Context: an optimization exercise on an open-source flow, tuned for small area, a short achievable clock period and few clock cycles. The choices shown serve that exercise and are no tape-out recipe. The RTL of this run was laid out without a check of its function. Power is estimated from default activity; no workload was simulated.

[design.v]
module pipe_engine (
    input  wire         clk,
    input  wire         rst,           
    input  wire [1:0]   cfg_policy,    
    input  wire         cfg_exe_fwd,   
    input  wire         cfg_mem_fwd,   
    input  wire         cmd_valid,
    output wire         cmd_ready,
    input  wire [69:0]  cmd,
    input  wire [3:0]   tr_status,     
    input  wire [195:0] tr_rec,        
    output reg          rsp_valid,
    output reg          rsp_ok,
    output reg  [63:0]  rsp_val,
    output reg  [1:0]   rsp_pulls      
);
    localparam L = 2;
    localparam [3:0] OP_STEP    = 4'h1;
    localparam [3:0] OP_PREDICT = 4'h2;
    localparam [3:0] OP_UPDATE  = 4'h3;
    localparam [3:0] OP_RD_STAT = 4'hC;
    localparam [1:0] POL_PERFECT = 2'd1;
    localparam R_OP    = 64;    
    localparam R_S1    = 67;    
    localparam R_S1N   = 75;
    localparam R_S2    = 76;    
    localparam R_S2N   = 84;
    localparam R_D     = 85;    
    localparam R_DN    = 93;
    localparam R_CCR   = 94;
    localparam R_CCW   = 95;
    localparam R_MEM   = 96;
    localparam R_BR    = 97;
    localparam SW      = 165;
    localparam S_VALID = 0;
    localparam S_STALL = 1;
    localparam S_MISP  = 2;
    localparam S_ID    = 3;     
    localparam S_REC   = 67;    
    reg [1:0]    policy;
    reg          exe_fwd, mem_fwd;
    reg [SW-1:0] fe [0:L-1];
    reg [SW-1:0] id [0:L-1];
    reg [SW-1:0] ex [0:L-1];
    reg [SW-1:0] ma [0:L-1];
    reg [63:0]   op_count;
    reg          halt, fetch_stall, trace_error, trace_done;
    reg          halt_id_valid;
    reg [63:0]   halt_id;
    reg [63:0]   stat_cycles, stat_retired, stat_branches, stat_mispred;
    reg [63:0]   stat_cat [0:4];
    reg          busy;
    reg          exec_now;
    reg [69:0]   cmd_q;
    reg [3:0]    trs_q;
    reg [195:0]  trr_q;
    assign cmd_ready = ~busy;
    function automatic qualifies(input [SW-1:0] p);
        qualifies = p[S_REC + R_DN] & (p[S_REC + R_MEM] | p[S_REC + R_CCW]);
    endfunction
    function automatic depends(input [SW-1:0] c, input [SW-1:0] p);
        reg cc_dep, reg_dep;
        begin
            cc_dep  = c[S_REC + R_CCR] & p[S_REC + R_CCW];
            reg_dep = qualifies(p) &
                      ((c[S_REC + R_S1N] & (c[S_REC + R_S1 +: 8] == p[S_REC + R_D +: 8])) |
                       (c[S_REC + R_S2N] & (c[S_REC + R_S2 +: 8] == p[S_REC + R_D +: 8])));
            depends = cc_dep | reg_dep;
        end
    endfunction
    function automatic blocks(input [SW-1:0] c, input [SW-1:0] p, input [1:0] stage,
                              input efwd, input mfwd);
        reg satisfied;
        begin
            satisfied = (stage == 2'd1 && efwd && p[S_REC + R_OP +: 3] != 3'd1) ||
                        (stage == 2'd2 && mfwd);
            blocks = p[S_VALID] && (p[S_ID +: 64] < c[S_ID +: 64]) &&
                     depends(c, p) && !satisfied;
        end
    endfunction
    reg [SW-1:0] n_fe [0:L-1];
    reg [SW-1:0] n_id [0:L-1];
    reg [SW-1:0] n_ex [0:L-1];
    reg [SW-1:0] n_ma [0:L-1];
    reg [63:0]   n_op_count;
    reg          n_halt, n_fetch_stall, n_trace_error, n_trace_done, n_halt_id_valid;
    reg [63:0]   n_halt_id;
    reg [63:0]   n_cycles, n_retired, n_branches, n_mispred;
    reg [63:0]   n_cat [0:4];
    reg [1:0]    n_pulls;
    reg [L-1:0]  direct;
    reg [1:0]    st;
    reg [97:0]   r;
    integer      i, j, c;
    always @* begin
        for (i = 0; i < L; i = i + 1) begin
            n_fe[i] = fe[i];
            n_id[i] = id[i];
            n_ex[i] = ex[i];
            n_ma[i] = ma[i];
        end
        n_op_count      = op_count;
        n_halt          = halt;
        n_fetch_stall   = fetch_stall;
        n_trace_error   = trace_error;
        n_trace_done    = trace_done;
        n_halt_id_valid = halt_id_valid;
        n_halt_id       = halt_id;
        n_cycles        = stat_cycles;
        n_retired       = stat_retired;
        n_branches      = stat_branches;
        n_mispred       = stat_mispred;
        for (c = 0; c < 5; c = c + 1) n_cat[c] = stat_cat[c];
        n_pulls = 2'd0;
        direct  = {L{1'b0}};
        st      = 2'd0;
        r       = 98'd0;
        if (!halt) begin
            n_cycles = stat_cycles + 1'b1;
            for (i = 0; i < L; i = i + 1) begin
                if (ma[i][S_VALID]) begin
                    n_retired = n_retired + 1'b1;
                    for (c = 0; c < 5; c = c + 1)
                        if ({29'd0, ma[i][S_REC + R_OP +: 3]} == c) n_cat[c] = n_cat[c] + 1'b1;
                    if (ma[i][S_MISP])
                        n_fetch_stall = 1'b0;
                    if (halt_id_valid && ma[i][S_ID +: 64] >= halt_id)
                        n_halt = 1'b1;
                end
            end
            for (i = 0; i < L; i = i + 1) begin
                n_ma[i] = (ex[i][S_VALID] && !ex[i][S_STALL]) ? ex[i] : {SW{1'b0}};
                n_ex[i] = (id[i][S_VALID] && !id[i][S_STALL]) ? id[i] : {SW{1'b0}};
            end
            for (i = 0; i < L; i = i + 1) begin
                n_id[i] = fe[i][S_VALID] ? fe[i] : {SW{1'b0}};
                n_id[i][S_STALL] = 1'b0;
            end
            for (i = 0; i < L; i = i + 1) begin
                if (n_id[i][S_VALID]) begin
                    for (j = 0; j < L; j = j + 1) begin
                        if (j != i && blocks(n_id[i], n_id[j], 2'd0, exe_fwd, mem_fwd)) direct[i] = 1'b1;
                        if (blocks(n_id[i], n_ex[j], 2'd1, exe_fwd, mem_fwd)) direct[i] = 1'b1;
                        if (blocks(n_id[i], n_ma[j], 2'd2, exe_fwd, mem_fwd)) direct[i] = 1'b1;
                    end
                end
            end
            for (i = 0; i < L; i = i + 1) begin
                if (n_id[i][S_VALID]) begin
                    n_id[i][S_STALL] = direct[i];
                    for (j = 0; j < L; j = j + 1)
                        if (j != i && n_id[j][S_VALID] && direct[j] &&
                            n_id[j][S_ID +: 64] < n_id[i][S_ID +: 64])
                            n_id[i][S_STALL] = 1'b1;
                end
            end
            for (i = 0; i < L; i = i + 1) begin
                if (n_id[i][S_VALID] && n_id[i][S_STALL]) begin
                end else if (n_fetch_stall) begin
                    n_fe[i] = {SW{1'b0}};
                end else begin
                    if (n_trace_done) begin
                        st = 2'd1;                       
                    end else begin
                        st = trs_q[2*n_pulls +: 2];
                        r  = trr_q[98*n_pulls +: 98];
                        n_pulls = n_pulls + 1'b1;
                    end
                    if (st == 2'd0 && r[R_OP +: 3] <= 3'd4) begin
                        n_op_count = n_op_count + 1'b1;
                        n_fe[i] = {r, n_op_count, 1'b0, 1'b0, 1'b1};
                        if (policy != POL_PERFECT && r[R_OP +: 3] == 3'd3) begin
                            n_branches = n_branches + 1'b1;
                            if (!r[R_BR]) begin
                                n_mispred = n_mispred + 1'b1;
                                n_fe[i][S_MISP] = 1'b1;
                                n_fetch_stall = 1'b1;
                            end
                        end
                    end else begin
                        n_fe[i] = {SW{1'b0}};
                        n_trace_done = 1'b1;
                        if (st != 2'd1) n_trace_error = 1'b1;
                        n_halt_id = n_op_count;
                        n_halt_id_valid = 1'b1;
                        if (n_retired == n_op_count) n_halt = 1'b1;
                    end
                end
            end
        end
    end
    reg [63:0] csr_val;
    reg        csr_ok;
    always @* begin
        csr_ok  = 1'b1;
        csr_val = 64'd0;
        case (cmd_q[11:4])
            8'h00: csr_val = L;
            8'h01: csr_val = {62'd0, policy};
            8'h02: csr_val = {63'd0, exe_fwd};
            8'h03: csr_val = {63'd0, mem_fwd};
            8'h10: csr_val = stat_cycles;
            8'h11: csr_val = stat_retired;
            8'h12: csr_val = stat_branches;
            8'h13: csr_val = stat_mispred;
            8'h14: csr_val = stat_cat[0];
            8'h15: csr_val = stat_cat[1];
            8'h16: csr_val = stat_cat[2];
            8'h17: csr_val = stat_cat[3];
            8'h18: csr_val = stat_cat[4];
            8'h20: csr_val = {58'd0, 1'b0, halt_id_valid, trace_done, trace_error, fetch_stall, halt};
            8'h21: csr_val = op_count;
            8'h22: csr_val = halt_id;
            8'h23: csr_val = 64'd0;    
            8'h24: csr_val = 64'd0;    
            default: csr_ok = 1'b0;
        endcase
    end
    always @(posedge clk) begin
        if (rst) begin
            policy  <= cfg_policy;
            exe_fwd <= cfg_exe_fwd;
            mem_fwd <= cfg_mem_fwd;
            for (i = 0; i < L; i = i + 1) begin
                fe[i] <= {SW{1'b0}};
                id[i] <= {SW{1'b0}};
                ex[i] <= {SW{1'b0}};
                ma[i] <= {SW{1'b0}};
            end
            op_count      <= 64'd0;
            halt          <= 1'b0;
            fetch_stall   <= 1'b0;
            trace_error   <= 1'b0;
            trace_done    <= 1'b0;
            halt_id_valid <= 1'b0;
            halt_id       <= 64'd0;
            stat_cycles   <= 64'd0;
            stat_retired  <= 64'd0;
            stat_branches <= 64'd0;
            stat_mispred  <= 64'd0;
            for (c = 0; c < 5; c = c + 1) stat_cat[c] <= 64'd0;
            busy      <= 1'b0;
            exec_now  <= 1'b0;
            rsp_valid <= 1'b0;
            rsp_ok    <= 1'b0;
            rsp_val   <= 64'd0;
            rsp_pulls <= 2'd0;
        end else begin
            rsp_valid <= 1'b0;
            if (cmd_valid && cmd_ready) begin
                cmd_q    <= cmd;
                trs_q    <= tr_status;
                trr_q    <= tr_rec;
                busy     <= 1'b1;
                exec_now <= 1'b1;
            end
            if (exec_now) begin
                exec_now  <= 1'b0;
                busy      <= 1'b0;
                rsp_valid <= 1'b1;
                rsp_ok    <= 1'b1;
                rsp_val   <= 64'd0;
                rsp_pulls <= 2'd0;
                case (cmd_q[3:0])
                    OP_STEP: begin
                        for (i = 0; i < L; i = i + 1) begin
                            fe[i] <= n_fe[i];
                            id[i] <= n_id[i];
                            ex[i] <= n_ex[i];
                            ma[i] <= n_ma[i];
                        end
                        op_count      <= n_op_count;
                        halt          <= n_halt;
                        fetch_stall   <= n_fetch_stall;
                        trace_error   <= n_trace_error;
                        trace_done    <= n_trace_done;
                        halt_id_valid <= n_halt_id_valid;
                        halt_id       <= n_halt_id;
                        stat_cycles   <= n_cycles;
                        stat_retired  <= n_retired;
                        stat_branches <= n_branches;
                        stat_mispred  <= n_mispred;
                        for (c = 0; c < 5; c = c + 1) stat_cat[c] <= n_cat[c];
                        rsp_val[0] <= n_halt;
                        rsp_pulls  <= n_pulls;
                    end
                    OP_PREDICT: begin
                        if (policy == POL_PERFECT) rsp_ok <= 1'b0;
                        else                       rsp_val[0] <= 1'b1;
                    end
                    OP_UPDATE: begin
                        stat_branches <= stat_branches + 1'b1;
                        if (cmd_q[68] != cmd_q[69])
                            stat_mispred <= stat_mispred + 1'b1;
                    end
                    OP_RD_STAT: begin
                        rsp_ok  <= csr_ok;
                        rsp_val <= csr_val;
                    end
                    default: begin
                        rsp_ok <= 1'b0;
                    end
                endcase
            end
        end
    end
endmodule
[constraint.sdc]
create_clock -name core_clock -period 12.0 [get_ports {clk}]
set_input_delay 2.4000 -clock core_clock [delete_from_list [all_inputs] [get_ports {clk}]]
set_output_delay 2.4000 -clock core_clock [all_outputs]
set_load 0.01 [all_outputs]
[config.mk]
export PLATFORM = sky130hd
export DESIGN_NAME = pipe_engine
export DESIGN_NICKNAME = pipe_engine
export VERILOG_FILES = /design/flow/design.v
export SDC_FILE = /design/flow/constraint.sdc
export NUM_CORES = 4
export LEC_CHECK = 0
export CAP_MARGIN = 20
export CORE_MARGIN = 2
export CORE_UTILIZATION = 40
export PLACE_DENSITY = 0.6
export SLEW_MARGIN = 20
[run.sh]
#!/bin/bash
# synth_recipe.tcl (not shown) runs the flow's synth.tcl, then flattens the netlist and writes it again
# the make line also repeats each setting of config.mk as NAME=value (left out here)
make -C /OpenROAD-flow-scripts/flow DESIGN_CONFIG=/design/flow/config.mk WORK_HOME=/design/flow/orfs CLKGATE_MAP_FILE= SYNTH_SCRIPT=/design/flow/synth_recipe.tcl finish
==> run summary <==
[worst paths after layout]
| kind | start | slack, ns | cells after the start | end |
|---|---|---|---|---|
| worst max register to register | ex[0][0]$_SDFFE_PP0P_ | 2.13 | 21 | stat_branches[45]$_SDFFE_PP0P_ |
| worst min-delay path | rsp_val[40]$_SDFFE_PP0P_ | 0.45 | 2 | rsp_val[40]$_SDFFE_PP0P_ |
| worst min register to register | rsp_val[40]$_SDFFE_PP0P_ | 0.45 | 2 | rsp_val[40]$_SDFFE_PP0P_ |
| worst max-delay path | ex[0][0]$_SDFFE_PP0P_ | 2.13 | 21 | stat_branches[45]$_SDFFE_PP0P_ |
[cell type report]
class                           count  area, µm²  share of cell area
Clock inverter                     91       1310              0.0107
Clock buffer                      253       5380              0.0441
Antenna cell                       20       50.0            0.000410
Timing Repair Buffer              430       3700              0.0303
Sequential cell                  1529      31500               0.258
Multi-Input combinational cell  11700      74300               0.609
Inverter                          317       1190             0.00977
Tap cell                         3705       4640              0.0380
[worst max-delay path, stage by stage (launching register included)]
cell and delay [ns]:
dfxtp_1 0.49, nor2b_4 0.65, and2_1 0.26, ha_1 0.15, nand4_1 0.43, nor4_1 1.00, nand3_1 0.34, a211oi_1 0.61
o31ai_1 0.40, nand4_1 0.20, nand3_1 0.25, or3_1 0.75, buf_4 0.39, a211oi_4 0.85, buf_4 0.34, nand4_1 0.10
a31o_2 0.29, or3_1 0.49, nor4_1 0.98, nand3_1 0.31, xnor2_1 0.24, a21oi_1 0.08
[cell usage after synthesis, types with 347 or more instances]
master and count:
nand3_1 663, a22o_1 383, xnor2_1 625, a21oi_1 1062, xor2_1 465, nor2_1 1364, ha_1 714, clkbuf_1 943
and2_1 347, nand2_1 1659, dfxtp_1 1439, nand4_1 364, o21ai_0 903
[power groups by stage]
stage | Clock [mW] | Combinational [mW] | Sequential [mW]
2_1_floorplan | 0 | 0.165 | 5.27
3_3_place_gp | 0 | 0.303 | 5.28
3_5_place_dp | 0 | 0.304 | 5.28
4_1_cts | 6.37 | 0.304 | 5.17
5_1_grt | 6.55 | 0.323 | 5.17
6_report | 6.30 | 0.311 | 5.17
[stage by stage]
stage,hold WS [ns],util,cell area (µm²)
6_report,0.453,0.442,122000
4_1_cts,0.455,0.442,122000
3_5_place_dp,0.439,0.418,115000
2_1_floorplan,0.425,-,111000
5_1_grt,0.470,0.442,122000
3_3_place_gp,0.434,0.418,115000
[flip-flops by register name, indices dropped and copies added, names as in the netlist, 2 cells and up]
register / count
stat_mispred: 64
id: 162
cmd_q: 14
trs_q: 4
stat_branches: 64
policy: 2
stat_retired: 64
ma: 138
ex: 162
halt_id: 64
fe: 198
stat_cycles: 64
trr_q: 68
op_count: 64
rsp_pulls: 2
stat_cat: 320
rsp_val: 64
[metal layers]
metal  GRT usage  wire length, µm  vias up
met4       0.217            35900       26
met3      0.0558            41500     1192
met5           0              185        -
li1            -                -    52200
met1       0.444           204000    54200
met2       0.524           216000     5626
[logic make-up after synthesis]
group | after synthesis
compound gates | 3773
xor+xnor | 1097
fa+ha+maj | 714
buf+inv | 1400
flops | 1529
mux | 111
simple gates | 5984
==> impl_results.md <==
* Number of global-route vias before repair at between 100k and 150k
* Synth Area in Adders at 0.0806
* Post-Route WL at roughly 500 mm
* CP startpoint kind: register
* Post-DP HPWL at 376 mm
* Die X at approximately 530 µm
* Seq pwr share at 0.439
* # DRC at 0
* Sequential share of the synthesized area at 0.284
* Buffers added on ports at 161
* Routed WL per cell at ~28 µm
* Final WS setup at 2.13 ns
* Total CTS buffers at ~190
* Synth cell types at 110
* Min-Delay Path Class: reg2reg
* Inst Count DP at ~18k
* Main synth FF type: dfxtp_1
* Synth Area per Inst at about 7.6 µm²
* CP endpoint kind: register
* TritonCTS clock tree: yes
* Top cell type's share of synthesized area at 0.260
* Post-synthesis compound-gate area fraction at 0.220
* Largest net degree at the start of global routing at around 210
* Vert. Die Dim at approximately 530 µm
* Clk buf depth at 4
* Synth Register Bits at 1529
* Hold Fails Final Rpt at 0
* Pwr Total at roughly 12 mW
* Pre-Repair DR Iteration Count at 8
* Pins Over Slew Limit at 0
* Net switching power at about 2.8 mW
* Number of fill cells at approximately 28k
* Reg clk slew, reported paths at roughly 0.06 ns
* GR Overflow Total at 0
* Post-synthesis mux area share at 0.0124
* Antenna-violating nets left at 0
* Xor/xnor share of the synthesized area at 0.0876
* Clock network fraction of total power at 0.535
* Status: complete, no violations
* Number of synthesized flops with an enable pin at 90
* Synth async-reset ratio at 0
* WS Path Type: reg2reg
* Power Dens Cells at roughly 97 nW/µm²
* Finished Layout Cells at around 18k
* Initial antenna violation count at 31
* Data required, critical path at between 10 and 15 ns
* Starting density of the core at 0.401
* Leak at ~42 nW
* Clock sink count at 1529
* Relative slew slack at 0.110
* Fmax at roughly 0.1 GHz
* CP max FO at 19
* Largest family of logic cells by synthesized area: simple AND/OR/NAND/NOR gates
* Post-CTS Hold Fix Bufs at 0
* Post-synthesis cell count at 14.6k
* GRT Total Usage at 0.341
* Commonest non-fill, non-tap cell in the layout: nand2_1
* Skew final at ~0.080 ns
* First-pass GRT wire length at a little over 700 mm
* Worst-margin pin slew at between 1 and 1.5 ns
* Most frequent cells in the layout: 1654 x nand2_1, 1436 x dfxtp_1, 1339 x nor2_1
* Min Tclk post-route at between 9 and 10 ns
* Core ar. at between 200000 and 300000 µm²
* Ranking of synthesized cells by area: dfxtp_1 26%, ha_1 8.1%, nand2_1 5.6%, xnor2_1 4.9%, a21oi_1 4.8%
* Nets@finish at 15.1k
* Crit path DAT at 10.60 ns
* Setup WS pre-CTS at 2.54 ns
* Synth warnings at 11
* Root Driver: clkbuf_16
* Sw Ratio at 0.240
* Share of layout cells above drive strength 1 at 0.0581
* Htree depth at 4
* Simple-gate portion of the synthesized area at 0.267
* Post-CTS Setup Inserts at 0
* Via count at between 100k and 150k
* Initial DRC count at around 13k
* GPL Wtd Cong at slightly above 1
* Pint at 8.95 mW
* Final TNS setup at 0 ns
* RSZ-0062 raised after global routing: no
* Area Overhead vs Synth at 10.2%
* Area of the mapped netlist at roughly 110000 µm²
* Clock Latency Late Sink at about 0.94 ns
* FP Rows at a little under 200
* Cell type with the largest total area after synthesis: dfxtp_1
* Die Area at around 280000 µm²
* Syn Nets at between 15k and 20k
* Worst vdd ir at around 0.00012 V
* Tcrit/Tclk final at 0.823
* Comb pwr share at 0.026
* Number of I/O pins at between 300 and 400
* PostCTS Resize Cnt at 0
* Via/cell ratio at between 6 and 7
* Setup violations, final at 0
* Max Cap Viol at 0

[port drivers added, routing unchanged]
No port has a modelled driver above. Below, the same layout with a new extraction and two added sets of constraints.
Step 1 assumes that a clkbuf_16 drives the clock port and a buf_2 every other input.
Step 2 times the ports against the registers' clock, not the clock port: input delays grow and output delays shrink by t, the midpoint of the rising clock arrivals with the driver on.
a / b / c = ideal / step 1 / step 2; a / b = the first two.
t (ns): 1.000
setup WS [ns]: 2.129 / 2.129 / 2.129
worst register clock-pin slew, ns: 0.07 / 0.07
After both steps setup and hold are still met in this run. The setup slack of this run moves by 0.000 ns with the drivers and by 0.000 ns with both steps.
